Background: an optimization exercise with open tools, aiming at small area, a short achievable clock period and few clock cycles. Do not read the settings as production practice.
Where RTL was checked, it was by simulation tests only, not by an equivalence proof against the original.
For run 2, only the layout was checked, not whether the RTL still works.
Power figures rest on the tool's default switching activity, not on a simulated workload.

==> flow/design.v <==
module nes_bankbus (
    input             clk,
    input             rst,
    input      [7:0]  cfg_song,
    input      [7:0]  cfg_region,
    input      [15:0] cfg_init_addr,
    input      [15:0] cfg_play_addr,
    input      [15:0] cfg_load_addr,
    input      [15:0] cfg_vec_nmi,
    input      [15:0] cfg_vec_irq,
    input      [63:0] cfg_bank_init,
    input      [20:0] cfg_file_len,
    input             req_valid,
    output reg        req_ready,
    input      [1:0]  req_op,       
    input      [15:0] req_addr,
    input      [7:0]  req_wdata,
    output reg        resp_valid,
    output reg [7:0]  resp_rdata,
    output reg        resp_err,
    output reg        fault,
    output reg        fault_io,
    output reg        apu_valid,
    output     [15:0] apu_addr,
    output     [7:0]  apu_data,
    output reg        mem_en,
    output reg        mem_we,
    output reg [16:0] mem_addr,
    output reg [7:0]  mem_wdata,
    input      [7:0]  mem_rdata,
    output reg        file_en,
    output reg [20:0] file_addr,
    input      [7:0]  file_rdata,
    input             file_bad
);
    localparam S_IDLE = 0;    
    localparam S_ROM  = 1;    
    localparam S_BRD  = 2;    
    localparam S_RD1  = 3;    
    localparam S_RD2  = 4;    
    localparam S_BW0  = 5;    
    localparam S_BW1  = 6;    
    localparam S_BW2  = 7;    
    localparam S_BW3  = 8;    
    localparam S_ZST  = 9;    
    localparam S_ZERO = 10;   
    localparam S_LBS  = 11;   
    localparam S_SRCH = 12;   
    localparam S_FILL = 13;   
    localparam S_FEND = 14;   
    localparam S_DEC  = 15;   
    localparam S_EVS  = 16;   
    localparam NS = 17;
    reg [NS-1:0] st;
    reg [NS-1:0] nst;
    reg        rst_q;            
    reg [2:0]  kreg;             
    reg        lb_init;          
    reg        banked;           
    reg        flat;             
    reg        ffirst;           
    reg        err;              
    reg        sgn;              
    reg [3:0]  cs;               
    reg        touch_q;
    reg        rom_q;            
    reg        rsel;             
    reg        shim_q, vec_q;    
    reg        varsel;           
    reg        in_q, hlt_q, heq_q, llt_q;
    reg [3:0]  count;            
    reg [3:0]  win [0:7];
    reg [3:0]  lru [0:9];        
    reg [14:1] valid;            
    reg [3:0]  fnd;              
    reg        fres;             
    reg [3:0]  ffree;            
    reg [3:0]  fcach;            
    always @* req_ready = st[S_IDLE];
    assign apu_addr  = {11'h200, mem_addr[4:0]};
    assign apu_data  = mem_wdata;
    integer i;
    reg [9:0] below;
    always @* begin
        below[0] = 1'b0;
        for (i = 1; i < 10; i = i + 1)
            below[i] = below[i-1] | (lru[i-1] == cs);
    end
    always @(posedge clk) begin
        if (touch_q) begin
            lru[0] <= cs;
            for (i = 1; i < 10; i = i + 1)
                if (!below[i])
                    lru[i] <= lru[i-1];
        end
    end
    wire       full    = (count == 4'd10);
    wire [3:0] count_1 = count + 4'd1;
    reg        res_cs;
    always @* begin
        res_cs = 1'b0;
        for (i = 0; i < 10; i = i + 1)
            if (lru[i] == cs && i < count)
                res_cs = 1'b1;
    end
    wire       val_cs  = valid[cs];
    wire [3:0] evf     = full ? lru[9] : 4'd0;
    wire [15:0] a       = req_addr;
    wire        accept  = req_valid && st[S_IDLE];
    wire        a_apu   = (a[15:5] == 11'h200) && !(a[4] && a[3]);
    wire        a_5xxx  = (a[15:12] == 4'h5);
    wire        q_ram   = (mem_addr[15:11] == 5'd0);
    wire        q_apu   = (mem_addr[15:5] == 11'h200) && !(mem_addr[4] && mem_addr[3]);
    wire        q_shim  = (mem_addr[15:7] == 9'h020);
    wire        q_vec   = (mem_addr[14:3] == 12'hFFF) && (mem_addr[2] || mem_addr[1]);
    wire        q_bank  = (mem_addr[11:3] == 9'h1FF);    
    wire [2:0]  w_sel   = (st[S_FILL] || st[S_EVS]) ? mem_addr[2:0] : mem_addr[14:12];
    wire [3:0]  w_code  = win[w_sel];
    wire        w_flat  = (w_code == 4'd15);
    wire        w_map   = (w_code != 4'd0);
    wire      shim_now = !rom_q && q_shim;
    reg [7:0] var_byte;
    reg       var_hit;
    always @* begin
        var_byte = 8'h00;
        var_hit = 1'b1;
        if (vec_q) begin
            case (mem_addr[2:0])
                3'd2: var_byte = cfg_vec_nmi[7:0];
                3'd3: var_byte = cfg_vec_nmi[15:8];
                3'd6: var_byte = cfg_vec_irq[7:0];
                3'd7: var_byte = cfg_vec_irq[15:8];
                default: var_hit = 1'b0;
            endcase
        end else if (shim_now) begin
            case (mem_addr[6:0])
                7'h01: var_byte = cfg_song;
                7'h03: var_byte = cfg_region;
                7'h05: var_byte = cfg_init_addr[7:0];
                7'h06: var_byte = cfg_init_addr[15:8];
                7'h08: var_byte = cfg_play_addr[7:0];
                7'h09: var_byte = cfg_play_addr[15:8];
                default: var_hit = 1'b0;
            endcase
        end else begin
            var_hit = 1'b0;
        end
    end
    reg [7:0] const_byte;
    always @* begin
        const_byte = 8'h00;
        if (vec_q) begin
            if (mem_addr[2:0] == 3'd5) const_byte = 8'h10;
        end else if (shim_q) begin
            case (mem_addr[6:0])
                7'h00: const_byte = 8'hA9;
                7'h02: const_byte = 8'hA2;
                7'h04: const_byte = 8'h20;
                7'h07: const_byte = 8'h20;
                7'h0A: const_byte = 8'h4C;
                7'h0B: const_byte = 8'h07;
                7'h0C: const_byte = 8'h10;
                7'h0D: const_byte = 8'hEA;
                7'h0E: const_byte = 8'hEA;
                7'h0F: const_byte = 8'hEA;
                7'h10: const_byte = 8'hEA;
                default: const_byte = 8'h00;
            endcase
        end
    end
    wire        filling = st[S_FILL];
    wire [12:0] l_add   = {1'b0, file_addr[11:0]} + {5'd0, !filling, 6'd0, 1'b1};
    wire        l_wrap  = (file_addr[11:0] == 12'hFFF);
    wire [9:0]  h_inc   = {sgn, file_addr[20:12]} + {9'd0, filling ? l_wrap : err};
    wire [9:0]  h_bank  = {2'b00, mem_wdata} - {9'd0, !err};
    wire        f_ok    = in_q && (hlt_q || (heq_q && llt_q));
    wire [14:0] jn      = mem_addr[14:0] + 15'd1;
    wire        f_last  = flat ? (mem_addr[14:0] == 15'h7FFE) : (mem_addr[11:0] == 12'hFFE);
    wire        b_ok    = f_ok && !(flat && mem_addr[14:0] == 15'h7FFE);
    wire [2:0]  k_1      = kreg + 3'd1;
    wire        more_init = lb_init && kreg != 3'd7;
    always @(posedge clk) begin
        rst_q  <= rst;
        banked <= |cfg_bank_init;
        in_q   <= !sgn && (file_addr[20:7] != 14'd0);
        hlt_q  <= file_addr[20:10] < cfg_file_len[20:10];
        heq_q  <= file_addr[20:10] == cfg_file_len[20:10];
        llt_q  <= file_addr[9:0] < cfg_file_len[9:0];
    end
    always @(posedge clk) begin
        nst = st;
        resp_valid <= 1'b0;
        resp_rdata <= 8'h00;
        apu_valid <= 1'b0;
        touch_q <= 1'b0;
        if (st[S_IDLE]) begin
            mem_addr <= {1'b0, a};
            mem_wdata <= req_wdata;
            mem_en <= accept && !fault && !req_op[1] && !a[15];
            mem_we <= req_op[0];
            rom_q <= 1'b0;
            vec_q <= 1'b0;
            if (accept) begin
                if (fault) begin
                    resp_valid <= 1'b1;
                    resp_err <= 1'b1;
                end else if (req_op[1]) begin
                    if (!cfg_load_addr[15]) begin
                        fault <= 1'b1;
                        fault_io <= 1'b0;
                        resp_valid <= 1'b1;
                        resp_err <= 1'b1;
                    end else begin
                        nst = 1 << S_ZST;
                    end
                end else if (!req_op[0]) begin
                    nst = a[15] ? (1 << S_ROM) : a_5xxx ? (1 << S_BRD) : (1 << S_RD1);
                end else begin
                    if (a_5xxx) begin
                        nst = 1 << S_BW0;
                    end else begin
                        apu_valid <= a_apu && (a[4:0] != 5'h16);
                        resp_valid <= 1'b1;
                        resp_err <= 1'b0;
                    end
                end
            end
        end
        if (st[S_ROM]) begin
            if (!w_flat)
                mem_addr[16:12] <= {1'b1, w_code};
            mem_en <= 1'b1;
            cs <= w_code;
            touch_q <= w_map && !w_flat && !q_vec;
            rsel <= w_map && !q_vec;
            vec_q <= q_vec;
            shim_q <= 1'b0;
            rom_q <= 1'b1;
            nst = 1 << S_RD1;
        end
        if (st[S_BRD]) begin
            if (q_bank) begin
                mem_addr <= {14'h2000, mem_addr[2:0]};
                rsel <= 1'b1;
                rom_q <= 1'b1;
            end
            mem_en <= 1'b1;
            nst = 1 << S_RD1;
        end
        if (st[S_RD1]) begin
            mem_en <= 1'b0;
            resp_rdata <= var_byte;
            varsel <= var_hit;
            if (!rom_q) begin
                rsel <= q_ram || q_apu;
                shim_q <= q_shim;
            end
            nst = 1 << S_RD2;
        end
        if (st[S_RD2]) begin
            resp_rdata <= rsel ? mem_rdata : varsel ? resp_rdata : const_byte;
            resp_valid <= 1'b1;
            resp_err <= 1'b0;
            nst = 1 << S_IDLE;
        end
        if (st[S_BW0]) begin
            mem_addr <= {14'h2000, mem_addr[2:0]};
            kreg <= mem_addr[2:0];
            if (q_bank) begin
                mem_en <= 1'b1;
                mem_we <= 1'b0;
                nst = 1 << S_BW1;
            end else begin
                mem_en <= 1'b0;
                resp_valid <= 1'b1;
                resp_err <= 1'b0;
                nst = 1 << S_IDLE;
            end
        end
        if (st[S_BW1]) begin
            mem_en <= 1'b0;
            nst = 1 << S_BW2;
        end
        if (st[S_BW2]) begin
            resp_rdata <= mem_rdata;
            nst = 1 << S_BW3;
        end
        if (st[S_BW3]) begin
            if (resp_rdata == mem_wdata) begin
                resp_valid <= 1'b1;
                resp_err <= 1'b0;
                nst = 1 << S_IDLE;
            end else begin
                mem_en <= 1'b1;
                mem_we <= 1'b1;
                lb_init <= 1'b0;
                flat <= 1'b0;
                nst = 1 << S_LBS;
            end
        end
        if (st[S_ZST]) begin
            mem_en <= 1'b1;
            mem_we <= 1'b1;
            mem_addr <= 17'd0;
            mem_wdata <= 8'h00;
            nst = 1 << S_ZERO;
        end
        if (st[S_ZERO]) begin
            if (!mem_addr[14] && mem_addr[10:0] == 11'h7FF)
                mem_addr <= 17'h04000;
            else if (mem_addr[14] && mem_addr[4:0] == 5'h17)
                mem_addr <= 17'h10000;
            else
                mem_addr[11:0] <= jn[11:0];
            mem_wdata <= (mem_addr[14] && mem_addr[4:0] == 5'h16) ? 8'h40 : 8'h00;
            if (mem_addr[16] && mem_addr[2:0] == 3'd6) begin
                file_addr[11:0] <= l_add[11:0];
                err <= l_add[12];
            end else if (!(mem_addr[16] && mem_addr[2:0] == 3'd7)) begin
                {sgn, file_addr} <= {7'h7F, ~cfg_load_addr[14:0]};
            end
            if (mem_addr[16] && mem_addr[2:0] == 3'd7) begin
                mem_en <= 1'b0;
                flat <= !banked;
                valid <= 14'd0;
                if (banked) begin
                    count <= 4'd0;
                    for (i = 0; i < 8; i = i + 1)
                        win[i] <= 4'd0;
                    kreg <= 3'd0;
                    mem_wdata <= cfg_bank_init[7:0];
                    lb_init <= 1'b1;
                    nst = 1 << S_LBS;
                end else begin
                    {sgn, file_addr[20:12]} <= h_inc;
                    file_en <= 1'b1;
                    err <= 1'b0;
                    ffirst <= 1'b1;
                    nst = 1 << S_FILL;
                end
            end
        end
        if (st[S_LBS]) begin
            cs <= 4'd15;
            fnd <= 4'd0;
            ffree <= 4'd0;
            fcach <= 4'd0;
            mem_addr <= 17'h10011;
            mem_en <= 1'b1;
            mem_we <= 1'b0;
            {sgn, file_addr} <= {10'h3FF, ~cfg_load_addr[11:0]};
            nst = 1 << S_SRCH;
        end
        if (st[S_SRCH]) begin
            mem_addr[3:0] <= jn[3:0];
            resp_rdata <= mem_rdata;
            cs <= cs + 4'd1;
            if (cs == 4'd15) begin
                file_addr[11:0] <= l_add[11:0];
                err <= l_add[12];
            end
            if (cs != 4'd15 && cs != 4'd0) begin
                if ((val_cs || res_cs) && resp_rdata == mem_wdata) begin
                    fnd <= cs;
                    fres <= res_cs;
                end
                if (!val_cs && !res_cs && ffree == 4'd0)
                    ffree <= cs;
                if (val_cs && !res_cs && fcach == 4'd0)
                    fcach <= cs;
            end
            if (cs == 4'd14) begin
                mem_en <= 1'b0;
                nst = 1 << S_DEC;
            end
        end
        if (st[S_DEC]) begin
            resp_rdata <= 8'h00;
            mem_addr[2:0] <= 3'd0;
            if (fnd != 4'd0 && fres) begin
                cs <= fnd;
                win[kreg] <= fnd;
                touch_q <= 1'b1;
                if (more_init) begin
                    kreg <= k_1;
                    mem_wdata <= cfg_bank_init[{k_1, 3'b000} +: 8];
                    nst = 1 << S_LBS;
                end else begin
                    resp_valid <= 1'b1;
                    resp_err <= 1'b0;
                    nst = 1 << S_IDLE;
                end
            end else if (fnd != 4'd0) begin
                cs <= fnd;
                err <= 1'b0;
                nst = 1 << S_EVS;
            end else begin
                mem_addr <= {13'h1001, (ffree != 4'd0) ? ffree : fcach};
                mem_en <= 1'b1;
                mem_we <= 1'b1;
                cs <= (ffree != 4'd0) ? ffree : fcach;
                {sgn, file_addr[20:12]} <= h_bank;
                file_en <= 1'b1;
                err <= 1'b0;
                ffirst <= 1'b1;
                nst = 1 << S_FILL;
            end
        end
        if (st[S_EVS]) begin
            if (w_code == evf)
                win[w_sel] <= 4'd0;
            mem_addr[2:0] <= jn[2:0];
            if (mem_addr[2:0] == 3'd7)
                nst = 1 << S_FEND;
        end
        if (st[S_FILL]) begin
            if (w_code == evf)
                win[w_sel] <= 4'd0;
            file_addr[11:0] <= l_add[11:0];
            {sgn, file_addr[20:12]} <= h_inc;
            ffirst <= 1'b0;
            if (ffirst) begin
                mem_en <= 1'b0;
                mem_addr[14:0] <= 15'h7FFF;
            end else begin
                mem_en <= 1'b1;
                mem_we <= 1'b1;
                mem_addr <= flat ? {2'b01, jn} : {1'b1, cs, jn[11:0]};
                mem_wdata <= b_ok ? file_rdata : 8'h00;
                if (b_ok && file_bad)
                    err <= 1'b1;
                if (f_last) begin
                    file_en <= 1'b0;
                    nst = 1 << S_FEND;
                end
            end
        end
        if (st[S_FEND]) begin
            mem_en <= 1'b0;
            if (err) begin
                fault <= 1'b1;
                fault_io <= 1'b1;
                resp_valid <= 1'b1;
                resp_err <= 1'b1;
                nst = 1 << S_IDLE;
            end else if (flat) begin
                for (i = 0; i < 8; i = i + 1)
                    win[i] <= 4'd15;
                resp_valid <= 1'b1;
                resp_err <= 1'b0;
                nst = 1 << S_IDLE;
            end else begin
                win[kreg] <= cs;
                valid[cs] <= 1'b1;
                touch_q <= 1'b1;
                if (!full)
                    count <= count_1;
                if (more_init) begin
                    kreg <= k_1;
                    mem_wdata <= cfg_bank_init[{k_1, 3'b000} +: 8];
                    nst = 1 << S_LBS;
                end else begin
                    resp_valid <= 1'b1;
                    resp_err <= 1'b0;
                    nst = 1 << S_IDLE;
                end
            end
        end
        if (rst_q)
            nst = 1 << S_IDLE;
        st <= nst;
        if (rst) begin
            st[S_IDLE] <= 1'b0;
            resp_valid <= 1'b0;
            apu_valid <= 1'b0;
        end
        if (rst_q) begin
            mem_en <= 1'b0;
            file_en <= 1'b0;
            touch_q <= 1'b0;
            fault <= 1'b0;
            fault_io <= 1'b0;
            count <= 4'd0;
        end
    end
endmodule
==> flow/flow/run.sh <==
#!/bin/bash
# Standard ORFS layout, but the input and output port buffers are buf_1 cells
# instead of the default delay buffers, the clock tree uses clkbuf_8 buffers
# in clusters of 12 sinks without dummy loads, and timing repair aims for
# 8.6 ns of setup slack at the design's 12 ns clock. Each tool's output goes
# to a log here.
set -o pipefail
bash standard.sh "BUFFER_PORTS_ARGS=-buffer_cell sky130_fd_sc_hd__buf_1" \
  "CTS_ARGS=-sink_clustering_enable -repair_clock_nets -buf_list sky130_fd_sc_hd__clkbuf_8 -root_buf sky130_fd_sc_hd__clkbuf_8 -dont_use_dummy_load -sink_clustering_size 12" \
  "SETUP_SLACK_MARGIN=8.6" \
  finish > standard.log 2>&1
==> flow/standard.sh <==
#!/bin/bash
# synth_recipe.tcl (not shown) runs the flow's synth.tcl, then flattens the netlist and writes it again
# the make line also repeats each setting of config.mk as NAME=value (left out here)
make -C /OpenROAD-flow-scripts/flow DESIGN_CONFIG=/design/flow/config.mk WORK_HOME=/design/flow/orfs CLKGATE_MAP_FILE= SYNTH_SCRIPT=/design/flow/synth_recipe.tcl "${@:-finish}"
==> flow/config.mk <==
export PLATFORM = sky130hd
export DESIGN_NAME = nes_bankbus
export DESIGN_NICKNAME = nes_bankbus
export VERILOG_FILES = /design/flow/design.v
export SDC_FILE = /design/flow/constraint.sdc
export NUM_CORES = 4
export LEC_CHECK = 0
export ABC_AREA = 1
export CAP_MARGIN = 20
export CORE_MARGIN = 2
export CORE_UTILIZATION = 40
export PLACE_DENSITY = 0.6
export SLEW_MARGIN = 20
==> flow/constraint.sdc <==
create_clock -name core_clock -period 12.0 [get_ports {clk}]
set_input_delay 2.4000 -clock core_clock [delete_from_list [all_inputs] [get_ports {clk}]]
set_output_delay 2.4000 -clock core_clock [all_outputs]
set_load 0.01 [all_outputs]
==> out/results.ini, run 1 <==
[power_and_ir_drop]
leakage_nw=7.74
power.density_nw_per_um2=112
fin_total_pwr_mw=2.01
max_rail_drop_vdd_mv=0.0559

[cells_and_area]
nets=2753
area_growth_syn_to_layout_pct=22.5
fillers=3779
antenna-diode-count=0
final_cell_count_no_fill=2939
multi_input_area_sq_um=8700
layout-drive-gt1-share_pct=13.9
area.sequential_sq_um=4820
final_area_sq_um=18000

[global_route]
grt_pass1_wl_um=91300
via_count_of_the_first_global_routing_pass=16000
grt_antenna_before_repair=0
global_route.overflow_total=0
gr-usage-all-layers_pct=30.5
grt_start_max_net_pins=49

[sta]
worstMarginPinSlew_ns=1.13
finalSetupTns_ns=0
setup_viol_count_final=0
worst_clock_skew_ns=0.0518
timing.final.max_slew_violations=0
rsz0062_at_grt=yes
finalHoldWorstSlack_ns=0.450
report.final.hold_viol_count=0
worst_slew_margin_rel_pct=24.3
max_freq_mhz=273
finalCritPeriodShare_pct=30.6
final.min_clock_period_ns=3.67

[critical_path]
cp-end-kind=output port
arrival_time_of_data_at_the_critical_path_endpoint_ns=1.27
startpoint_type=flop
timing_worst_setup_path_type=flop to output port
path_max_fanout=3
cp.required_ns=9.60

[floorplanning]
fp.dieH_um=196
floorplan.die.width_um=196
io_pins=314
initial_utilization_pct=40.4
die_area_sq_um=38200
floorplan.rows=70
fp.coreArea_sq_um=36300

[cts]
cts_max_path_buffers=3
cts_htree_levels=2
clk_root_buffer_cell=sky130_fd_sc_hd__clkbuf_8
clk_pin_slew_ns=0.05
cts_inserted_buffers=39
tritoncts=built
clock_sinks=206
clock_insertion_delay_worst_skew_ns=0.58

[route]
drt-vias-per-instance=5.76
wl_per_cell_um=20.4
drc=0
vias=16900
detail_route.first_pass.iterations=7
first_iter_violations=1462
finalWirelength_um=59900
ant_nets=0

[logic_synthesis]
synth_area_leaders=sky130_fd_sc_hd__dfxtp_1 21%, sky130_fd_sc_hd__nand2_1 11%, sky130_fd_sc_hd__edfxtp_1 10%
yosys.area.top_type_share_pct=21.3
ys_types=64
synth.yosys.seq_area_share_pct=31.5
share_of_flip_flops_with_an_asynchronous_set_or_reset_after_synthesis_pct=0
syn_avg_cell_area_sq_um=6.88
main_synth_ff_type=sky130_fd_sc_hd__dfxtp_1
synthDominantAreaCellType=sky130_fd_sc_hd__dfxtp_1
netlist_instances=2134
ys_ff_latch=206
netlist_area_sq_um=14700
number_of_enable_flip_flop_cells_after_synthesis=50
synth_warn=2

[placed_design]
gp_congestion=0.984
hpwl_um=44500
postPlaceCellArea_sq_um=16000
port_buffers=302
placed_cells_incl_taps=2830

[run]
max_cap_viol_count=0

[outcome]
outcome=timing/DRC/antenna clean

[worst_hold_path]
holdCritPathClass=flop to flop

==> worst max-delay path, cell delays in order, from the launching register on <==
cell and delay, ns:
sky130_fd_sc_hd__edfxtp_1 0.42, sky130_fd_sc_hd__buf_12 0.18, sky130_fd_sc_hd__buf_6 0.12
==> routing by layer <==
layer  part of all wire, %  vias to the layer above  track usage (%)
li1                      -                     7973                -
met1                    43                     7886             40.7
met2                    44                      921             48.6
met3                   9.1                      149             6.03
met4                   3.8                        0             11.9
met5                     0                        -                0
==> cell families after synthesis <==
kind of cell / Yosys count / synth area share (%)
AOI/OAI and AO/OA: 496 / 20.1
xor gates and xnor gates: 71 / 4.24
adders and majority gates: 53 / 4.52
buffers and inverters: 349 / 9.99
DFF: 206 / 31.5
muxes: 7 / 0.478
other: 2 / 0.0512
and+or+nand+nor: 950 / 29.1
==> layout by cell type (no fill, tap or decap), types with 10 or more instances in the layout <==
master | synthesis | final
sky130_fd_sc_hd__xnor2_1 | 32 | 31
sky130_fd_sc_hd__a22oi_1 | 11 | 11
sky130_fd_sc_hd__buf_6 | 5 | 74
sky130_fd_sc_hd__nor2_1 | 203 | 200
sky130_fd_sc_hd__nand3_1 | 152 | 150
sky130_fd_sc_hd__o221ai_1 | 17 | 17
sky130_fd_sc_hd__dfxtp_1 | 156 | 97
sky130_fd_sc_hd__o21ai_0 | 205 | 202
sky130_fd_sc_hd__ha_1 | 53 | 50
sky130_fd_sc_hd__nand2_1 | 411 | 408
sky130_fd_sc_hd__inv_1 | 242 | 237
sky130_fd_sc_hd__nand4_1 | 46 | 46
sky130_fd_sc_hd__o22ai_1 | 36 | 36
sky130_fd_sc_hd__o211ai_1 | 24 | 24
sky130_fd_sc_hd__dfxtp_4 | 0 | 47
sky130_fd_sc_hd__conb_1 | 2 | 11
sky130_fd_sc_hd__nor4_1 | 33 | 32
sky130_fd_sc_hd__buf_1 | 2 | 223
sky130_fd_sc_hd__nor2_2 | 19 | 21
sky130_fd_sc_hd__nor3_1 | 50 | 50
sky130_fd_sc_hd__xor2_1 | 39 | 39
sky130_fd_sc_hd__a211oi_1 | 10 | 10
sky130_fd_sc_hd__buf_4 | 26 | 84
sky130_fd_sc_hd__edfxtp_1 | 50 | 50
sky130_fd_sc_hd__a21oi_1 | 92 | 91
sky130_fd_sc_hd__clkbuf_8 | 0 | 39
sky130_fd_sc_hd__dfxtp_2 | 0 | 12
sky130_fd_sc_hd__a221oi_1 | 12 | 12
sky130_fd_sc_hd__a31oi_1 | 41 | 41
==> repair_timing <==
item | 4_1_cts | 5_1_grt
hold buffers | 0 | 0
pin swaps | 1 | 8
hold endpoints to repair | 0 | 0
setup endpoints to repair | 149 | 148
buffers inserted | 60 | 10
gates resized for setup | 282 | 33
==> cells in the mapped netlist (3+ instances only) <==
library cell and number:
sky130_fd_sc_hd__nand2_2 5, sky130_fd_sc_hd__o221ai_1 17, sky130_fd_sc_hd__buf_2 11, sky130_fd_sc_hd__a221oi_1 12, sky130_fd_sc_hd__o22ai_1 36, sky130_fd_sc_hd__nor2_2 19, sky130_fd_sc_hd__a22o_1 3, sky130_fd_sc_hd__nand2_1 411
sky130_fd_sc_hd__a211oi_1 10, sky130_fd_sc_hd__nand3_1 152, sky130_fd_sc_hd__o21a_1 5, sky130_fd_sc_hd__edfxtp_1 50, sky130_fd_sc_hd__nor4_1 33, sky130_fd_sc_hd__mux2i_1 7, sky130_fd_sc_hd__a32o_1 3, sky130_fd_sc_hd__a31oi_1 41
sky130_fd_sc_hd__nor3_1 50, sky130_fd_sc_hd__ha_1 53, sky130_fd_sc_hd__nor2_1 203, sky130_fd_sc_hd__or2_2 8, sky130_fd_sc_hd__o21ai_0 205, sky130_fd_sc_hd__o21ai_1 3, sky130_fd_sc_hd__o32ai_1 5, sky130_fd_sc_hd__o31ai_1 9
sky130_fd_sc_hd__clkbuf_1 53, sky130_fd_sc_hd__nor2_4 8, sky130_fd_sc_hd__a22oi_1 11, sky130_fd_sc_hd__o2111ai_1 3, sky130_fd_sc_hd__o21ai_2 3, sky130_fd_sc_hd__inv_1 242, sky130_fd_sc_hd__dfxtp_1 156, sky130_fd_sc_hd__nand2_4 4
sky130_fd_sc_hd__a21oi_1 92, sky130_fd_sc_hd__a21o_1 4, sky130_fd_sc_hd__nand4_1 46, sky130_fd_sc_hd__o211ai_1 24, sky130_fd_sc_hd__xnor2_1 32, sky130_fd_sc_hd__xor2_1 39, sky130_fd_sc_hd__inv_2 6, sky130_fd_sc_hd__buf_6 5
sky130_fd_sc_hd__buf_4 26
==> final cells by class <==
| cell class | instances | share of cell area, % |
|---|---|---|
| repair buffers | 387 | 13.2 |
| well taps | 468 | 3.26 |
| flip-flops and latches | 206 | 26.8 |
| multi-input cells | 1588 | 48.4 |
| clock buffers | 39 | 2.99 |
| inverters | 251 | 5.39 |
==> final timing paths <==
kind | cells after the start | from | endpoint | slack (ns)
setup / recovery | 2 | mem_addr[1]$_DFFE_PP_ | apu_addr[1] | 8.33
hold reg to reg | 2 | ffree[1]$_DFF_P_ | ffree[1]$_DFF_P_ | 0.45
hold / removal | 2 | ffree[1]$_DFF_P_ | ffree[1]$_DFF_P_ | 0.45
setup reg to reg | 7 | st[15]$_SDFF_PP0_ | mem_addr[6]$_DFF_P_ | 8.77
==> metrics by stage <==
step                setup slack (ns)  utilization [%]
floorplan                       8.59                -
global placement                7.90             44.1
detailed placement              7.72             44.1
CTS                             8.32             49.0
global route                    8.30             49.5
finish                          8.33             49.5
==> report_power, final <==
part | total [mW] | internal (mW) | leakage, nW | switching (mW)
clock network | 0.578 | 0.286 | 0.280 | 0.291
logic | 0.620 | 0.266 | 5.72 | 0.354
registers | 0.815 | 0.766 | 1.75 | 0.0482
total | 2.01 | 1.32 | 7.74 | 0.693
==> registers in the layout, indices dropped and copies added (netlist names), 3 cells and up <==
name        count
kreg            3
st             17
ffree           4
lru            40
file_addr      21
resp_rdata      8
fcach           4
fnd             4
count           4
cs              4
mem_wdata       8
valid          14
mem_addr       17
win            32
Testbench counts, summed over its fixed seeds: cycles 571,916.
==> inputs of run 2 (changes only) <==
--- a/flow/design.v
+++ b/flow/design.v
@@ -34,23 +34,22 @@
     input             file_bad
 );
     localparam S_IDLE = 0;    
-    localparam S_ROM  = 1;    
-    localparam S_BRD  = 2;    
-    localparam S_RD1  = 3;    
-    localparam S_RD2  = 4;    
-    localparam S_BW0  = 5;    
-    localparam S_BW1  = 6;    
-    localparam S_BW2  = 7;    
-    localparam S_BW3  = 8;    
-    localparam S_ZST  = 9;    
-    localparam S_ZERO = 10;   
-    localparam S_LBS  = 11;   
-    localparam S_SRCH = 12;   
-    localparam S_FILL = 13;   
-    localparam S_FEND = 14;   
-    localparam S_DEC  = 15;   
-    localparam S_EVS  = 16;   
-    localparam NS = 17;
+    localparam S_BRD  = 1;    
+    localparam S_RD1  = 2;    
+    localparam S_RD2  = 3;    
+    localparam S_BW0  = 4;    
+    localparam S_BW1  = 5;    
+    localparam S_BW2  = 6;    
+    localparam S_BW3  = 7;    
+    localparam S_ZST  = 8;    
+    localparam S_ZERO = 9;    
+    localparam S_LBS  = 10;   
+    localparam S_SRCH = 11;   
+    localparam S_FILL = 12;   
+    localparam S_FEND = 13;   
+    localparam S_DEC  = 14;   
+    localparam S_EVS  = 15;   
+    localparam NS = 16;
     reg [NS-1:0] st;
     reg [NS-1:0] nst;
     reg        rst_q;            
@@ -112,19 +111,22 @@
     wire        q_ram   = (mem_addr[15:11] == 5'd0);
     wire        q_apu   = (mem_addr[15:5] == 11'h200) && !(mem_addr[4] && mem_addr[3]);
     wire        q_shim  = (mem_addr[15:7] == 9'h020);
-    wire        q_vec   = (mem_addr[14:3] == 12'hFFF) && (mem_addr[2] || mem_addr[1]);
+    wire        q_vec   = (kreg == 3'd7) && (mem_addr[11:3] == 9'h1FF) && (mem_addr[2] || mem_addr[1]);
+    wire        q_cache = mem_addr[16] && (mem_addr[15:12] != 4'd0);
+    wire        q_map   = !(mem_addr[16] && (mem_addr[15:12] == 4'd0));
     wire        q_bank  = (mem_addr[11:3] == 9'h1FF);    
-    wire [2:0]  w_sel   = (st[S_FILL] || st[S_EVS]) ? mem_addr[2:0] : mem_addr[14:12];
+    wire [3:0]  a_code  = win[a[14:12]];
+    wire        a_slot  = a[15] && (a_code != 4'd15);
+    wire [2:0]  w_sel   = mem_addr[2:0];
     wire [3:0]  w_code  = win[w_sel];
-    wire        w_flat  = (w_code == 4'd15);
-    wire        w_map   = (w_code != 4'd0);
     wire      shim_now = !rom_q && q_shim;
+    wire      vec_now  = rom_q && q_vec;
     reg [7:0] var_byte;
     reg       var_hit;
     always @* begin
         var_byte = 8'h00;
         var_hit = 1'b1;
-        if (vec_q) begin
+        if (vec_now) begin
             case (mem_addr[2:0])
                 3'd2: var_byte = cfg_vec_nmi[7:0];
                 3'd3: var_byte = cfg_vec_nmi[15:8];
@@ -194,12 +196,12 @@
         apu_valid <= 1'b0;
         touch_q <= 1'b0;
         if (st[S_IDLE]) begin
-            mem_addr <= {1'b0, a};
+            mem_addr <= {a_slot, a_slot ? a_code : a[15:12], a[11:0]};
             mem_wdata <= req_wdata;
-            mem_en <= accept && !fault && !req_op[1] && !a[15];
+            mem_en <= accept && !fault && !req_op[1] && !(req_op[0] && a[15]);
             mem_we <= req_op[0];
-            rom_q <= 1'b0;
-            vec_q <= 1'b0;
+            kreg <= a[14:12];
+            rom_q <= a[15];
             if (accept) begin
                 if (fault) begin
                     resp_valid <= 1'b1;
@@ -214,7 +216,7 @@
                         nst = 1 << S_ZST;
                     end
                 end else if (!req_op[0]) begin
-                    nst = a[15] ? (1 << S_ROM) : a_5xxx ? (1 << S_BRD) : (1 << S_RD1);
+                    nst = a_5xxx ? (1 << S_BRD) : (1 << S_RD1);
                 end else begin
                     if (a_5xxx) begin
                         nst = 1 << S_BW0;
@@ -226,24 +228,9 @@
                 end
             end
         end
-        if (st[S_ROM]) begin
-            if (!w_flat)
-                mem_addr[16:12] <= {1'b1, w_code};
-            mem_en <= 1'b1;
-            cs <= w_code;
-            touch_q <= w_map && !w_flat && !q_vec;
-            rsel <= w_map && !q_vec;
-            vec_q <= q_vec;
-            shim_q <= 1'b0;
-            rom_q <= 1'b1;
-            nst = 1 << S_RD1;
-        end
         if (st[S_BRD]) begin
-            if (q_bank) begin
+            if (q_bank)
                 mem_addr <= {14'h2000, mem_addr[2:0]};
-                rsel <= 1'b1;
-                rom_q <= 1'b1;
-            end
             mem_en <= 1'b1;
             nst = 1 << S_RD1;
         end
@@ -251,9 +238,16 @@
             mem_en <= 1'b0;
             resp_rdata <= var_byte;
             varsel <= var_hit;
-            if (!rom_q) begin
+            if (rom_q) begin
+                cs <= mem_addr[15:12];
+                touch_q <= q_cache && !q_vec;
+                rsel <= q_map && !q_vec;
+                vec_q <= q_vec;
+                shim_q <= 1'b0;
+            end else begin
                 rsel <= q_ram || q_apu;
                 shim_q <= q_shim;
+                vec_q <= 1'b0;
             end
             nst = 1 << S_RD2;
         end
==> run 2 against run 1 <==
Net effect: still clean on timing, DRC and antenna; die area increased by 6.0%; register-to-register slack about the same; via count increased by 4.4%; synthesized area is 6.1% higher; non-clock buffer count down 1; setup slack worse by 0.0046 ns; clock power grew 4.5%; worst hold slack worse by 0.00078 ns; critical path depth is 1 lower; count of clock-buffer cells in the layout rose by 2; largest power group is now combinational cells; highest routed layer unchanged.
==> out/results.ini, run 2 <==
[route]
detail_route.first_pass.iterations=6
finalWirelength_um=63400
drt-vias-per-instance=5.63
vias=17700
wl_per_cell_um=20.2
drc=0
first_iter_violations=1537
ant_nets=0

[power_and_ir_drop]
intPower_mw=1.52
power.density_nw_per_um2=131
combinationalPowerShare_pct=39.5
pwr-share-seq_pct=36.2
power.net_switching_mw=0.967
clockPowerShare_pct=24.3
max_rail_drop_vdd_mv=0.101
power.switching_fraction_pct=38.9
leakage_nw=8.30

[sta]
report.final.hold_viol_count=0
worst_clock_skew_ns=0.0398
final.min_clock_period_ns=3.67
timing.final.max_slew_violations=0
setup_viol_count_final=0
finalCritPeriodShare_pct=30.6
max_freq_mhz=272
worstMarginPinSlew_ns=0.986
finalHoldWorstSlack_ns=0.450
final_critical_path_setup_slack_ns=8.33
rsz0062_at_grt=yes
worst_slew_margin_rel_pct=34.3
finalSetupTns_ns=0

[cells_and_area]
final_common_cell=sky130_fd_sc_hd__nand2_1
nets=2905
final_cell_mix=458 x sky130_fd_sc_hd__nand2_1, 247 x sky130_fd_sc_hd__nor2_1, 246 x sky130_fd_sc_hd__inv_1, 223 x sky130_fd_sc_hd__buf_1, 196 x sky130_fd_sc_hd__o21ai_0
final_cell_count_no_fill=3141
reg.largest.list=lru (40), win (32), file_addr (21)
layout-drive-gt1-share_pct=15.3
max_flop_register=lru
utilization_after_layout_pct=49.2
largest_register_ffs=40
area_growth_syn_to_layout_pct=21.9
antenna-diode-count=0

[cts]
cts_inserted_buffers=41
clk_root_buffer_cell=sky130_fd_sc_hd__clkbuf_8
cts_max_path_buffers=3
clk_pin_slew_ns=0.06
clock_sinks=208
clock_insertion_delay_worst_skew_ns=0.59
tritoncts=built
cts_htree_levels=2

[critical_path]
reg2reg_to=file_addr[18]$_DFF_P_
arrival_time_of_data_at_the_critical_path_endpoint_ns=1.27
cp_slowest_cell=sky130_fd_sc_hd__edfxtp_1
cp_cell_sequence=buf_6
r2r_start=mem_addr[0]$_DFFE_PP_
path_max_fanout=4
startpoint_type=flop
worst_r2r_path_depth=14
max_stage_delay_ns=0.52
cp-end-kind=output port
regToRegSetupSlack_ns=8.77
worst_path_dominant_cell_family=flip-flops
endpoint=apu_addr[1]
cp.required_ns=9.60
cp_num_cells=1
cp.buffers_inverters=1
timing_worst_setup_path_type=flop to output port
cp-startpoint=mem_addr[1]$_DFFE_PP_

[placed_design]
placed_cells_incl_taps=3032
port_buffers=302
gp_congestion=0.961
hpwl_um=48000
place_ws_ns=7.87

[logic_synthesis]
synth_xor_xnor_area_share_pct=3.98
main_synth_ff_type=sky130_fd_sc_hd__dfxtp_1
number_of_enable_flip_flop_cells_after_synthesis=53
synth_simple_gate_area_share_pct=31.9
ys_types=76
synth.area.mux_share_pct=0.514
netlist_area_sq_um=15600
syn_avg_cell_area_sq_um=6.80
synthDominantAreaCellType=sky130_fd_sc_hd__dfxtp_1
synth_common_cells=462 x sky130_fd_sc_hd__nand2_1, 251 x sky130_fd_sc_hd__nor2_1, 247 x sky130_fd_sc_hd__inv_1
synth_compound_gate_area_share_pct=18.6
netlist_instances=2288
yosys.area.top_type_share_pct=19.9
synth.most_common_cell=sky130_fd_sc_hd__nand2_1
largest_family_of_logic_cells_by_synthesized_area=simple AND/OR/NAND/NOR gates
share_of_flip_flops_with_an_asynchronous_set_or_reset_after_synthesis_pct=0
synth_warn=2
synth.yosys.seq_area_share_pct=30.2
ys_ff_latch=208
synth_area_leaders=sky130_fd_sc_hd__dfxtp_1 20%, sky130_fd_sc_hd__nand2_1 11%, sky130_fd_sc_hd__edfxtp_1 10%
yosys.area_share.adder_pct=4.26

[worst_hold_path]
hold_depth=2
holdCritPathClass=flop to flop

[floorplanning]
die_area_sq_um=40500
fp.coreArea_sq_um=38600
floorplan.rows=72
fp.dieH_um=201
io_pins=314
initial_utilization_pct=40.4
floorplan.die.width_um=201

[global_route]
grt_start_max_net_pins=48
grt_pass1_wl_um=95600
global_route.overflow_total=0
via_count_of_the_first_global_routing_pass=16800
gr-usage-all-layers_pct=30.3
grt_antenna_before_repair=0

[outcome]
outcome=timing/DRC/antenna clean

[run]
max_cap_viol_count=0

-- run 2: cell types whose count changed in the layout (fill, tap and decap cells not counted), moves of 12 or more --
cell / previous run / this run
sky130_fd_sc_hd__a21oi_1: 91 / 118
sky130_fd_sc_hd__nor2_1: 200 / 247
sky130_fd_sc_hd__nand2_1: 408 / 458
sky130_fd_sc_hd__o21ai_1: 6 / 31
sky130_fd_sc_hd__nand3_1: 150 / 184
sky130_fd_sc_hd__o22ai_1: 36 / 18
sky130_fd_sc_hd__nand2_2: 6 / 18
sky130_fd_sc_hd__a31oi_1: 41 / 8
sky130_fd_sc_hd__nor3_1: 50 / 27
-- run 2: repair_timing --
item,in CTS,in global routing
hold buffers,0,0
gates cloned,0,2
pin swaps,0,4
resized for setup,281,38
buffers inserted,63,3
setup endpoints to repair,117,129
-- run 2: power groups by stage --
stage | sequential [mW] | clock (mW) | combinational, mW
floorplan | 0.898 | 0 | 0.485
global placement | 0.936 | 0 | 0.703
detailed placement | 0.936 | 0 | 0.717
CTS | 0.896 | 0.615 | 0.951
global route | 0.904 | 0.644 | 1.07
finish | 0.899 | 0.604 | 0.980
-- run 2: worst min path at each step --
stage | from | to | slack (ns)
3_3_place_gp | lb_init$_DFF_P_ | lb_init$_DFF_P_ | 0.44
6_report | valid[11]$_DFF_P_ | valid[11]$_DFF_P_ | 0.45
5_1_grt | ffree[2]$_DFF_P_ | ffree[2]$_DFF_P_ | 0.47
4_1_cts | valid[11]$_DFF_P_ | valid[11]$_DFF_P_ | 0.45
3_5_place_dp | valid[11]$_DFF_P_ | valid[11]$_DFF_P_ | 0.44
2_1_floorplan | lb_init$_DFF_P_ | lb_init$_DFF_P_ | 0.42
-- run 2: metal layers --
layer  wire length (um)  global-route usage, %
met1              26500                   39.6
met5                  0                      0
met2              28400                   47.6
met3               5200                   5.93
met4               3330                   15.7
-- run 2: per-stage QoR --
step	power, mW	area (sq um)
2_1_floorplan	1.38	15700
3_3_place_gp	1.64	16900
3_5_place_dp	1.65	16900
4_1_cts	2.46	18800
5_1_grt	2.62	19000
6_report	2.48	19000
-- run 2: kinds of logic after synthesis --
| group | after synthesis |
|---|---|
| xor gates and xnor gates | 66 |
| and+or+nand+nor | 1085 |
| buffers and inverters | 375 |
| muxes | 8 |
| other | 2 |
| adders and majority gates | 53 |
| DFF | 208 |
| AOI/OAI and AO/OA | 491 |
-- run 2: area by class of cell --
type / instances / area, sq um
fillers: 4064 / 19600
multi-input cells: 1714 / 9380
flip-flops and latches: 208 / 4890
repair buffers: 386 / 2430
inverters: 274 / 1060
well taps: 518 / 648
clock buffers: 41 / 564
==> inputs of run 3 (changes only) <==
--- a/flow/design.v
+++ b/flow/design.v
@@ -117,7 +117,7 @@
     wire        q_bank  = (mem_addr[11:3] == 9'h1FF);    
     wire [3:0]  a_code  = win[a[14:12]];
     wire        a_slot  = a[15] && (a_code != 4'd15);
-    wire [2:0]  w_sel   = mem_addr[2:0];
+    wire [2:0]  w_sel   = mem_addr[5:3];
     wire [3:0]  w_code  = win[w_sel];
     wire      shim_now = !rom_q && q_shim;
     wire      vec_now  = rom_q && q_vec;
@@ -370,7 +370,7 @@
         end
         if (st[S_DEC]) begin
             resp_rdata <= 8'h00;
-            mem_addr[2:0] <= 3'd0;
+            mem_addr[5:0] <= 6'h07;
             if (fnd != 4'd0 && fres) begin
                 cs <= fnd;
                 win[kreg] <= fnd;
@@ -403,8 +403,8 @@
         if (st[S_EVS]) begin
             if (w_code == evf)
                 win[w_sel] <= 4'd0;
-            mem_addr[2:0] <= jn[2:0];
-            if (mem_addr[2:0] == 3'd7)
+            mem_addr[5:3] <= jn[5:3];
+            if (mem_addr[5:3] == 3'd7)
                 nst = 1 << S_FEND;
         end
         if (st[S_FILL]) begin
==> run 3 against run 2 <==
Net effect: first-iteration DRC count rose by 14%; global-route usage is 0.47 points lower; largest cell class unchanged; critical path type unchanged; count of clock-buffer cells in the layout is 1 lower.
==> out/results.ini, run 3 <==
[logic_synthesis]
main_synth_ff_type=sky130_fd_sc_hd__dfxtp_1
synth.yosys.seq_area_share_pct=31.4
synth.most_common_cell=sky130_fd_sc_hd__nand2_1
synth_warn=2
synthDominantAreaCellType=sky130_fd_sc_hd__dfxtp_1
synth_common_cells=446 x sky130_fd_sc_hd__nand2_1, 287 x sky130_fd_sc_hd__nor2_1, 250 x sky130_fd_sc_hd__inv_1
ys_types=55
netlist_instances=2205
ys_ff_latch=205
share_of_flip_flops_with_an_asynchronous_set_or_reset_after_synthesis_pct=0
yosys.area.top_type_share_pct=20.6
number_of_enable_flip_flop_cells_after_synthesis=53
syn_avg_cell_area_sq_um=6.69
netlist_area_sq_um=14700
synth_area_leaders=sky130_fd_sc_hd__dfxtp_1 21%, sky130_fd_sc_hd__nand2_1 11%, sky130_fd_sc_hd__edfxtp_1 11%

[route]
drt-vias-per-instance=5.66
ant_nets=0
first_iter_violations=1752
vias=17100
drc=0
detail_route.first_pass.iterations=6
finalWirelength_um=59600
wl_per_cell_um=19.8

[cts]
clock_insertion_delay_worst_skew_ns=0.59
cts_inserted_buffers=40
clk_root_buffer_cell=sky130_fd_sc_hd__clkbuf_8
tritoncts=built
cts_max_path_buffers=3
cts_htree_levels=2
cts.hold.buffers_added=0
clock_sinks=205
clk_pin_slew_ns=0.05

[cells_and_area]
antenna-diode-count=0
reg.largest.list=lru (40), win (32), file_addr (21)
final_cell_mix=445 x sky130_fd_sc_hd__nand2_1, 284 x sky130_fd_sc_hd__nor2_1, 247 x sky130_fd_sc_hd__inv_1, 225 x sky130_fd_sc_hd__buf_1, 215 x sky130_fd_sc_hd__o21ai_0
nets=2826
final_common_cell=sky130_fd_sc_hd__nand2_1
largest_register_ffs=40
final_cell_count_no_fill=3012
area_growth_syn_to_layout_pct=22.3
layout-drive-gt1-share_pct=12.1
max_flop_register=lru

[critical_path]
timing_worst_setup_path_type=flop to output port
worst_r2r_path_depth=15
cp.required_ns=9.60
cp-end-kind=output port
r2r_start=cs[0]$_DFFE_PP_
cp_cell_sequence=clkbuf_2
startpoint_type=flop
path_max_fanout=4
worst_path_dominant_cell_family=flip-flops
cp.buffers_inverters=1
arrival_time_of_data_at_the_critical_path_endpoint_ns=1.24
cp_slowest_cell=sky130_fd_sc_hd__edfxtp_1
reg2reg_to=valid[13]$_DFF_P_
regToRegSetupSlack_ns=8.83
max_stage_delay_ns=0.51

[sta]
rsz0062_at_grt=yes
setup_viol_count_final=0
timing.final.max_slew_violations=0
worstMarginPinSlew_ns=1.08
final.min_clock_period_ns=3.64
max_freq_mhz=275
worst_slew_margin_rel_pct=27.4
finalSetupTns_ns=0
worst_clock_skew_ns=0.0641
finalCritPeriodShare_pct=30.3
report.final.hold_viol_count=0

[power_and_ir_drop]
max_rail_drop_vdd_mv=0.0775
fin_total_pwr_mw=2.13
leakage_nw=8.07
power.density_nw_per_um2=118

[placed_design]
placed_cells_incl_taps=2901
port_buffers=302
hpwl_um=44400
gp_congestion=0.962

[floorplanning]
floorplan.die.width_um=196
floorplan.rows=70
initial_utilization_pct=40.5
die_area_sq_um=38400
io_pins=314
fp.coreArea_sq_um=36400
fp.dieH_um=196

[global_route]
gr-usage-all-layers_pct=29.9
global_route.overflow_total=0
grt_start_max_net_pins=50
grt_pass1_wl_um=89900
via_count_of_the_first_global_routing_pass=15800
grt_antenna_before_repair=0

[worst_hold_path]
hp-start=valid[10]$_DFF_P_
holdCritPathClass=flop to flop
min_delay_worst_endpoint=valid[10]$_DFF_P_
hold_depth=2

[run]
max_cap_viol_count=0

[outcome]
outcome=timing/DRC/antenna clean

## run 3: cell types whose count changed in the layout (fill, tap and decap cells not counted), moves of 7 or more
cell                       change
sky130_fd_sc_hd__nor2_1       +37
sky130_fd_sc_hd__nor2_4       -16
sky130_fd_sc_hd__a21oi_1      -15
sky130_fd_sc_hd__nand2_2      -15
sky130_fd_sc_hd__o21ai_0      +19
sky130_fd_sc_hd__nor2_2       -14
sky130_fd_sc_hd__o221ai_1      +7
sky130_fd_sc_hd__nand3_1      -32
sky130_fd_sc_hd__o21ai_1      -25
sky130_fd_sc_hd__nand2_1      -13
sky130_fd_sc_hd__o31ai_1       +7
sky130_fd_sc_hd__inv_2         -9
sky130_fd_sc_hd__o211ai_1      -8
sky130_fd_sc_hd__nand2_4       -7
## run 3: worst register-to-register path: cells and delay by family (launching register included)
family | cells | cell delay, ns
and+or+nand+nor | 6 | 0.92
AOI/OAI and AO/OA | 2 | 0.39
xor gates and xnor gates | 1 | 0.22
adders and majority gates | 2 | 0.63
DFF | 1 | 0.37
buffers and inverters | 4 | 0.55
## run 3: power breakdown
part / switching, mW / total (mW) / internal [mW] / leakage (nW)
combinational: 0.404 / 0.711 / 0.306 / 6.03
clock: 0.285 / 0.578 / 0.293 / 0.288
sequential: 0.0662 / 0.844 / 0.778 / 1.75
## run 3: layout make-up
| type | instances | area (sq um) |
|---|---|---|
| flip-flops and latches | 205 | 4830 |
| well taps | 468 | 586 |
| repair buffers | 381 | 2290 |
| inverters | 266 | 1020 |
| fillers | 3774 | 18400 |
| clock buffers | 40 | 551 |
| multi-input cells | 1651 | 8750 |
| repair inverters | 1 | 5.00 |
## run 3: per-stage QoR
step | util, % | worst slack [ns] | area (sq um) | hold WS, ns
6_report | 49.5 | 8.36 | 18000 | 0.456
3_5_place_dp | 44.2 | 7.47 | 16100 | 0.442
4_1_cts | 49.0 | 8.35 | 17900 | 0.457
2_1_floorplan | - | 8.50 | 14800 | 0.419
3_3_place_gp | 44.2 | 7.52 | 16100 | 0.433
5_1_grt | 49.5 | 8.32 | 18000 | 0.470
## run 3: how the worst max path moves through the flow
| stage | start | to | depth (start not counted) |
|---|---|---|---|
| floorplan | req_addr[12] | mem_addr[14]$_DFF_P_ | 15 |
| detailed placement | req_addr[12] | mem_addr[16]$_DFF_P_ | 14 |
| finish | mem_addr[0]$_DFFE_PP_ | mem_addr[0] | 1 |
| global placement | req_addr[12] | mem_addr[14]$_DFF_P_ | 15 |
| CTS | mem_addr[0]$_DFFE_PP_ | mem_addr[0] | 1 |
| global route | mem_addr[0]$_DFFE_PP_ | mem_addr[0] | 1 |
## run 3: metal layers
layer,part of all wire [%],GRT usage [%],vias to the layer above
li1,-,-,8107
met1,42,40.5,7948
met2,45,48.3,893
met3,9.7,5.95,112
met4,2.7,8.39,0
met5,0,0,-
## run 3: timing repair
item / CTS / global route
pin swaps: 0 / 3
gates cloned: 1 / 0
endpoints found under the hold margin: 0 / 0
resized for setup: 266 / 30
endpoints found under the setup margin: 116 / 127
buffers inserted: 63 / 7
## run 3: cell families after synthesis
family | count (synthesis) | synth area share (%)
AND/OR/NAND/NOR | 1029 | 29.9
AO/OA/AOI/OAI | 475 | 18.9
buffers and inverters | 358 | 10.1
flip-flops | 205 | 31.4
XOR/XNOR | 74 | 4.45
adder cells (fa/ha/maj) | 53 | 4.50
multiplexers | 9 | 0.611
other | 2 | 0.0509
Testbench counts of run 3, summed over its fixed seeds: cycles 545,789.
==> inputs of run 4 (changes only) <==
==> flow/flow/run.sh (replaced) <==
#!/bin/bash
# Standard ORFS layout, but the input and output port buffers are buf_1 cells
# instead of the default delay buffers, the clock tree uses clkbuf_8 buffers
# in clusters of 12 sinks without dummy loads, and timing repair aims for
# 8.0 ns of setup slack at the design's 12 ns clock. Each tool's output goes
# to a log here.
set -o pipefail
bash standard.sh "BUFFER_PORTS_ARGS=-buffer_cell sky130_fd_sc_hd__buf_1" \
  "CTS_ARGS=-sink_clustering_enable -repair_clock_nets -buf_list sky130_fd_sc_hd__clkbuf_8 -root_buf sky130_fd_sc_hd__clkbuf_8 -dont_use_dummy_load -sink_clustering_size 12" \
  "SETUP_SLACK_MARGIN=8.0" \
  finish > standard.log 2>&1
==> run 4 against run 3 <==
Net effect: design area down 7.6%; highest routed layer is now met5; largest power group unchanged; register-to-register slack got worse by 0.48 ns; non-clock buffer count down 67; flip-flop and latch count unchanged; sequential share of layout area up 1.0 points; maximum frequency down 7.0%; critical path depth unchanged; critical path type unchanged; combinational power is 26% lower; sequential power rose by 2.6%; wire length down 4.9%; cell count fell by 2.3%.
==> out/results.ini, run 4 <==
[floorplanning]
floorplan.die.width_um=196
fp.dieH_um=196
fp.coreArea_sq_um=36400
initial_utilization_pct=40.5
floorplan.rows=70
die_area_sq_um=38400
io_pins=314

[sta]
worstMarginPinSlew_ns=1.08
worst_clock_skew_ns=0.0491
report.final.hold_viol_count=0
rsz0062_at_grt=no
final.min_clock_period_ns=3.92
finalSetupTns_ns=0
setup_viol_count_final=0
finalHoldWorstSlack_ns=0.453
max_freq_mhz=255
finalCritPeriodShare_pct=32.6
timing.final.max_slew_violations=0
worst_slew_margin_rel_pct=27.9

[cells_and_area]
max_flop_register=lru
nets=2758
utilization_after_layout_pct=45.7
largest_register_ffs=40
reg.largest.list=lru (40), win (32), file_addr (21)
layout-drive-gt1-share_pct=3.55
fillers=3900
antenna-diode-count=0
final_cell_count_no_fill=2944
final_cell_mix=446 x sky130_fd_sc_hd__nand2_1, 300 x sky130_fd_sc_hd__buf_1, 287 x sky130_fd_sc_hd__nor2_1, 249 x sky130_fd_sc_hd__inv_1, 218 x sky130_fd_sc_hd__o21ai_0
final_common_cell=sky130_fd_sc_hd__nand2_1
area_growth_syn_to_layout_pct=13.0

[logic_synthesis]
netlist_instances=2205
synth.yosys.seq_area_share_pct=31.4
share_of_flip_flops_with_an_asynchronous_set_or_reset_after_synthesis_pct=0
ys_types=55
synth_area_leaders=sky130_fd_sc_hd__dfxtp_1 21%, sky130_fd_sc_hd__nand2_1 11%, sky130_fd_sc_hd__edfxtp_1 11%
main_synth_ff_type=sky130_fd_sc_hd__dfxtp_1
synthDominantAreaCellType=sky130_fd_sc_hd__dfxtp_1
synth_warn=2
syn_avg_cell_area_sq_um=6.69
synth.most_common_cell=sky130_fd_sc_hd__nand2_1
synth_common_cells=446 x sky130_fd_sc_hd__nand2_1, 287 x sky130_fd_sc_hd__nor2_1, 250 x sky130_fd_sc_hd__inv_1
yosys.area.top_type_share_pct=20.6
ys_ff_latch=205
netlist_area_sq_um=14700
number_of_enable_flip_flop_cells_after_synthesis=53

[route]
vias=16600
first_iter_violations=1345
detail_route.first_pass.iterations=6
drt-vias-per-instance=5.63
wl_per_cell_um=19.3
finalWirelength_um=56700
ant_nets=0
drc=0

[cts]
tritoncts=built
cts_htree_levels=2
clock_sinks=205
clock_insertion_delay_worst_skew_ns=0.56
clk_root_buffer_cell=sky130_fd_sc_hd__clkbuf_8
cts_max_path_buffers=3
clk_pin_slew_ns=0.06
cts.hold.buffers_added=0
cts_inserted_buffers=40

[power_and_ir_drop]
max_rail_drop_vdd_mv=0.0777
fin_total_pwr_mw=1.97
power.density_nw_per_um2=118
leakage_nw=7.35
power.net_switching_mw=0.716
power.switching_fraction_pct=36.4
pwr-share-seq_pct=44.0
combinationalPowerShare_pct=26.6
intPower_mw=1.25
clockPowerShare_pct=29.4

[critical_path]
arrival_time_of_data_at_the_critical_path_endpoint_ns=1.52
cp.required_ns=9.60
cp_cell_sequence=buf_1
r2r_start=mem_addr[0]$_DFFE_PP_
cp_slowest_cell=sky130_fd_sc_hd__dfxtp_1
max_stage_delay_ns=0.78
path_max_fanout=13
cp.buffers_inverters=1
startpoint_type=flop
timing_worst_setup_path_type=flop to output port
cp-end-kind=output port
cp-startpoint=mem_addr[4]$_DFF_P_
worst_path_dominant_cell_family=flip-flops

[global_route]
grt_start_max_net_pins=48
global_route.overflow_total=0
grt_antenna_before_repair=2
grt_pass1_wl_um=86300
gr-usage-all-layers_pct=28.6
via_count_of_the_first_global_routing_pass=15400

[placed_design]
hpwl_um=44000
gp_congestion=0.937
placed_cells_incl_taps=2902
port_buffers=302

[worst_hold_path]
holdCritPathClass=flop to flop
hp-start=valid[6]$_DFF_P_

[run]
max_cap_viol_count=0

[outcome]
outcome=timing/DRC/antenna clean

run 4: cell counts after synthesis:
Identical to the previous run, type by type.
run 4: kinds of logic (layout without fill, tap and decap cells):
| logic type | after synthesis | count (layout) | synth area share [%] |
|---|---|---|---|
| simple gates | 1029 | 1029 | 29.9 |
| compound gates | 475 | 475 | 18.9 |
| buf+inv | 358 | 620 | 10.1 |
| flops | 205 | 205 | 31.4 |
| xor+xnor | 74 | 74 | 4.45 |
| fa+ha+maj | 53 | 53 | 4.50 |
| mux | 9 | 9 | 0.611 |
| other cells | 2 | 11 | 0.0509 |
run 4: worst reg2reg max path, cell delays in order (launching register included):
cell and delay (ns):
sky130_fd_sc_hd__edfxtp_1 0.58, sky130_fd_sc_hd__ha_1 0.37, sky130_fd_sc_hd__ha_1 0.49, sky130_fd_sc_hd__nand2_2 0.18
sky130_fd_sc_hd__inv_1 0.12, sky130_fd_sc_hd__nand2_1 0.12, sky130_fd_sc_hd__nor2_1 0.62, sky130_fd_sc_hd__inv_1 0.53
sky130_fd_sc_hd__o22ai_1 0.23, sky130_fd_sc_hd__nand3_1 0.10, sky130_fd_sc_hd__o21ai_0 0.11, sky130_fd_sc_hd__nand2_1 0.07
sky130_fd_sc_hd__nand2_1 0.06
run 4: power by group through the flow:
stage | Sequential (mW) | Clock [mW] | Combinational [mW]
6_report | 0.866 | 0.578 | 0.523
5_1_grt | 0.873 | 0.619 | 0.590
4_1_cts | 0.864 | 0.589 | 0.518
3_5_place_dp | 0.878 | 0 | 0.515
3_3_place_gp | 0.876 | 0 | 0.508
2_1_floorplan | 0.848 | 0 | 0.356
run 4: worst paths after layout:
kind / cells past startpoint / slack (ns) / to
setup / recovery: 1 / 8.08 / mem_addr[4]
hold / removal: 2 / 0.45 / valid[6]$_DFF_P_
setup reg to reg: 12 / 8.35 / mem_wdata[3]$_DFF_P_
hold reg to reg: 2 / 0.45 / valid[6]$_DFF_P_
run 4: repair_timing:
action,CTS,global route
gates resized for setup,3,5
hold endpoints to repair,0,0
setup buffers,0,2
setup endpoints to repair,5,22
run 4: area by class of cell:
type / instances / area [sq um] / area share, %
Multi-Input combinational cell: 1651 / 8650 / 51.9
Sequential cell: 205 / 4640 / 27.8
Timing Repair Buffer: 314 / 1230 / 7.40
Inverter: 266 / 1010 / 6.05
Tap cell: 468 / 586 / 3.51
Clock buffer: 40 / 551 / 3.30
run 4: routing by layer:
| metal | vias up | wire [um] | global-route usage [%] |
|---|---|---|---|
| met2 | 781 | 25500 | 45.3 |
| met3 | 97 | 5060 | 5.04 |
| met5 | - | 32 | 0 |
| met4 | 4 | 1320 | 8.50 |
| met1 | 7740 | 24700 | 39.7 |
| li1 | 7959 | - | - |
run 4: per-stage QoR:
stage	instance area, sq um	worst slack, ns
5_1_grt	16700	8.02
3_3_place_gp	16100	7.22
4_1_cts	16600	8.08
2_1_floorplan	14800	8.30
6_report	16700	8.08
3_5_place_dp	16100	7.10
==> inputs of run 5 (changes only) <==
==> flow/flow/run.sh (replaced) <==
#!/bin/bash
# Standard ORFS layout, but the input and output port buffers are buf_1 cells
# instead of the default delay buffers, the clock tree uses clkbuf_8 buffers
# in clusters of 12 sinks without dummy loads, and timing repair aims for
# 7.0 ns of setup slack at the design's 12 ns clock. Each tool's output goes
# to a log here.
set -o pipefail
bash standard.sh "BUFFER_PORTS_ARGS=-buffer_cell sky130_fd_sc_hd__buf_1" \
  "CTS_ARGS=-sink_clustering_enable -repair_clock_nets -buf_list sky130_fd_sc_hd__clkbuf_8 -root_buf sky130_fd_sc_hd__clkbuf_8 -dont_use_dummy_load -sink_clustering_size 12" \
  "SETUP_SLACK_MARGIN=7.0" \
  finish > standard.log 2>&1
==> run 5 against run 4 <==
Net effect: clock skew decreased by 0.0060 ns; critical endpoint is now mem_addr[12]$_DFF_P_; sequential power is essentially flat; largest power group unchanged; worst hold slack got worse by 0.00072 ns; still clean; maximum frequency shrank 11%; synthesized area stayed put; utilization shrank 0.10 points; sequential share of layout area up 0.061 points.
==> out/results.ini, run 5 <==
[outcome]
outcome=timing/DRC/antenna clean

[global_route]
grt_start_max_net_pins=48
global_route.overflow_total=0
gr-usage-all-layers_pct=28.6
grt_pass1_wl_um=86200
via_count_of_the_first_global_routing_pass=15400
grt_antenna_before_repair=2

[route]
first_iter_violations=1427
detail_route.first_pass.iterations=6
wl_per_cell_um=19.3
drc=0
finalWirelength_um=56700
vias=16600
drt-vias-per-instance=5.66
ant_nets=0

[cells_and_area]
nets=2756
max_flop_register=lru
final_cell_mix=446 x sky130_fd_sc_hd__nand2_1, 302 x sky130_fd_sc_hd__buf_1, 287 x sky130_fd_sc_hd__nor2_1, 250 x sky130_fd_sc_hd__inv_1, 218 x sky130_fd_sc_hd__o21ai_0
reg.largest.list=lru (40), win (32), file_addr (21)
layout-drive-gt1-share_pct=3.23
final_cell_count_no_fill=2942
final_common_cell=sky130_fd_sc_hd__nand2_1
antenna-diode-count=0
area_growth_syn_to_layout_pct=12.8
largest_register_ffs=40
fillers=3905

[placed_design]
placed_cells_incl_taps=2902
gp_congestion=0.937
hpwl_um=44000
port_buffers=302

[logic_synthesis]
syn_avg_cell_area_sq_um=6.69
yosys.area.top_type_share_pct=20.6
number_of_enable_flip_flop_cells_after_synthesis=53
main_synth_ff_type=sky130_fd_sc_hd__dfxtp_1
share_of_flip_flops_with_an_asynchronous_set_or_reset_after_synthesis_pct=0
ys_ff_latch=205
synth_area_leaders=sky130_fd_sc_hd__dfxtp_1 21%, sky130_fd_sc_hd__nand2_1 11%, sky130_fd_sc_hd__edfxtp_1 11%
synth.most_common_cell=sky130_fd_sc_hd__nand2_1
synth_common_cells=446 x sky130_fd_sc_hd__nand2_1, 287 x sky130_fd_sc_hd__nor2_1, 250 x sky130_fd_sc_hd__inv_1
synth_warn=2
synth.yosys.seq_area_share_pct=31.4
netlist_instances=2205
netlist_area_sq_um=14700
ys_types=55
synthDominantAreaCellType=sky130_fd_sc_hd__dfxtp_1

[critical_path]
cp_slowest_cell=sky130_fd_sc_hd__clkinv_1
regToRegSetupSlack_ns=8.12
cp_cell_sequence=buf_1 -> clkinv_1 -> nand2_1 -> nand3_1 -> nand3_1 -> nand2_1 -> nor2_1 -> nand2_1 -> nand3_1 -> o21ai_0 -> o21ai_0 -> nand4_1 -> nand2_1
timing_worst_setup_path_type=input port to flop
arrival_time_of_data_at_the_critical_path_endpoint_ns=4.88
startpoint_type=input port
cp_common_cell=sky130_fd_sc_hd__nand2_1
path_max_fanout=20
worst_r2r_path_depth=14
reg2reg_to=valid[12]$_DFF_P_
cp.required_ns=12.47
max_stage_delay_ns=0.64
cp-end-kind=flop
r2r_start=cs[0]$_DFFE_PP_

[cts]
clock_insertion_delay_worst_skew_ns=0.55
cts_htree_levels=2
cts_max_path_buffers=3
cts_inserted_buffers=40
cts_setup_buffers=0
clock_sinks=205
clk_pin_slew_ns=0.06
cts.hold.buffers_added=0
tritoncts=built
clk_root_buffer_cell=sky130_fd_sc_hd__clkbuf_8
ctsResizeCount=0

[floorplanning]
io_pins=314
fp.dieH_um=196
initial_utilization_pct=40.5
fp.coreArea_sq_um=36400
floorplan.die.width_um=196
floorplan.rows=70
die_area_sq_um=38400

[sta]
worst_slew_margin_rel_pct=26.6
worst_clock_skew_ns=0.0431
report.final.hold_viol_count=0
setup_viol_count_final=0
rsz0062_at_grt=no
max_freq_mhz=227
timing.final.max_slew_violations=0
finalSetupTns_ns=0
finalCritPeriodShare_pct=36.7
worstMarginPinSlew_ns=1.10
final.min_clock_period_ns=4.41

[power_and_ir_drop]
max_rail_drop_vdd_mv=0.0776
leakage_nw=7.34
power.density_nw_per_um2=118

[worst_hold_path]
hold_depth=2
holdCritPathClass=flop to flop
min_delay_worst_endpoint=valid[6]$_DFF_P_
hp-start=valid[6]$_DFF_P_

[run]
max_cap_viol_count=0

==> run 5: cell types whose count changed in the layout (fill, tap and decap cells not counted), moves of 2 or more <==
cell,previous run,this run
sky130_fd_sc_hd__buf_1,300,302
sky130_fd_sc_hd__buf_4,12,10
sky130_fd_sc_hd__clkinv_1,5,7
sky130_fd_sc_hd__clkinvlp_4,2,0
==> run 5: layout make-up <==
class,instances,area (sq um),area share (%)
clock buffer,40,551,3.31
inverter,266,998,6.01
multi-input combinational,1651,8650,52.0
sequential,205,4640,27.9
tap,468,586,3.52
timing repair buffer,312,1210,7.27
==> run 5: metal layers <==
metal | vias to the layer above | GRT usage, % | wire, um
met1 | 7795 | 39.6 | 24900
met3 | 104 | 5.04 | 5010
li1 | 7962 | - | -
met4 | 4 | 8.33 | 1340
met5 | - | 0 | 32
met2 | 783 | 45.4 | 25500
==> run 5: where the power goes <==
group          leakage, nW  switching (mW)  total (mW)  internal [mW]
sequential            1.73           0.103       0.866          0.762
clock                0.288           0.283       0.576          0.293
combinational         5.32           0.327       0.523          0.195
total                 7.34           0.714        1.96           1.25
==> run 5: stage by stage <==
step                      cell area, sq um  power [mW]  setup slack [ns]  utilization [%]  hold WS [ns]
after floorplan                      14800        1.20              8.30                -         0.419
final                                16600        1.96              7.59             45.6         0.452
after global routing                 16600        2.08              7.24             45.6         0.475
after global placement               16100        1.38              7.22             44.1         0.436
after detailed placement             16100        1.39              7.10             44.1         0.437
after CTS                            16600        1.97              7.63             45.6         0.450
==> run 5: cells by family after synthesis <==
family / count (synthesis) / share of synthesized area (%)
compound gates: 475 / 18.9
xor+xnor: 74 / 4.45
fa+ha+maj: 53 / 4.50
buf+inv: 358 / 10.1
flops: 205 / 31.4
mux: 9 / 0.611
other cells: 2 / 0.0509
simple gates: 1029 / 29.9
==> run 5: worst max path at each step <==
stage / start / to / slack, ns
2_1_floorplan: req_addr[12] / mem_addr[14]$_DFF_P_ / 8.30
3_3_place_gp: req_addr[12] / mem_addr[14]$_DFF_P_ / 7.22
3_5_place_dp: req_addr[12] / mem_addr[12]$_DFF_P_ / 7.10
4_1_cts: req_addr[12] / mem_addr[14]$_DFF_P_ / 7.63
5_1_grt: req_addr[12] / mem_addr[13]$_DFF_P_ / 7.24
6_report: req_addr[12] / mem_addr[12]$_DFF_P_ / 7.59
==> run 5: worst max-delay path, delay by kind of cell <==
kind,cells,cell delay (ns)
AND/OR/NAND/NOR,9,1.00
buffers and inverters,2,1.25
AO/OA/AOI/OAI,2,0.23

[separate check: timing with driven ports]
In the flow no input, the clock included, has a driving cell. The finished layouts below were timed again as built, in two steps. Step 1 sets driving cells, clkbuf_16 on the clock port and buf_2 on the other inputs (assumed; they add their load-dependent delay and slew). Step 2 adds t to the input delays and takes it off the output delays; t is the mean of the earliest and latest rising clock arrival at the registers after step 1. Input paths then give back, and output paths get back, about the clock's delay inside the block. Slacks: ideal / step 1 / step 2; pairs: ideal / step 1.
| run | t (ns) | setup WS [ns] | worst setup path after step 2 | latest minus earliest clock arrival (ns) | cell pins on the clock port's net |
|---|---|---|---|---|---|
| run 1 | 0.606 | 8.332 / 8.280 / 8.126 | input to register | 0.052 / 0.052 | 1 |
| run 2 | 0.626 | 8.328 / 8.273 / 8.111 | input to register | 0.041 / 0.042 | 1 |
| run 3 | 0.611 | 8.359 / 8.305 / 8.152 | input to register | 0.064 / 0.064 | 1 |
| run 4 | 0.584 | 8.083 / 8.032 / 7.729 | input to register | 0.049 / 0.049 | 1 |
| run 5 | 0.581 | 7.593 / 7.614 / 7.034 | input to register | 0.043 / 0.043 | 1 |
After both steps setup and hold are still met in every run listed. The setup slack of run 5, which loses most, moves by +0.021 ns with the drivers and by -0.559 ns with both steps.
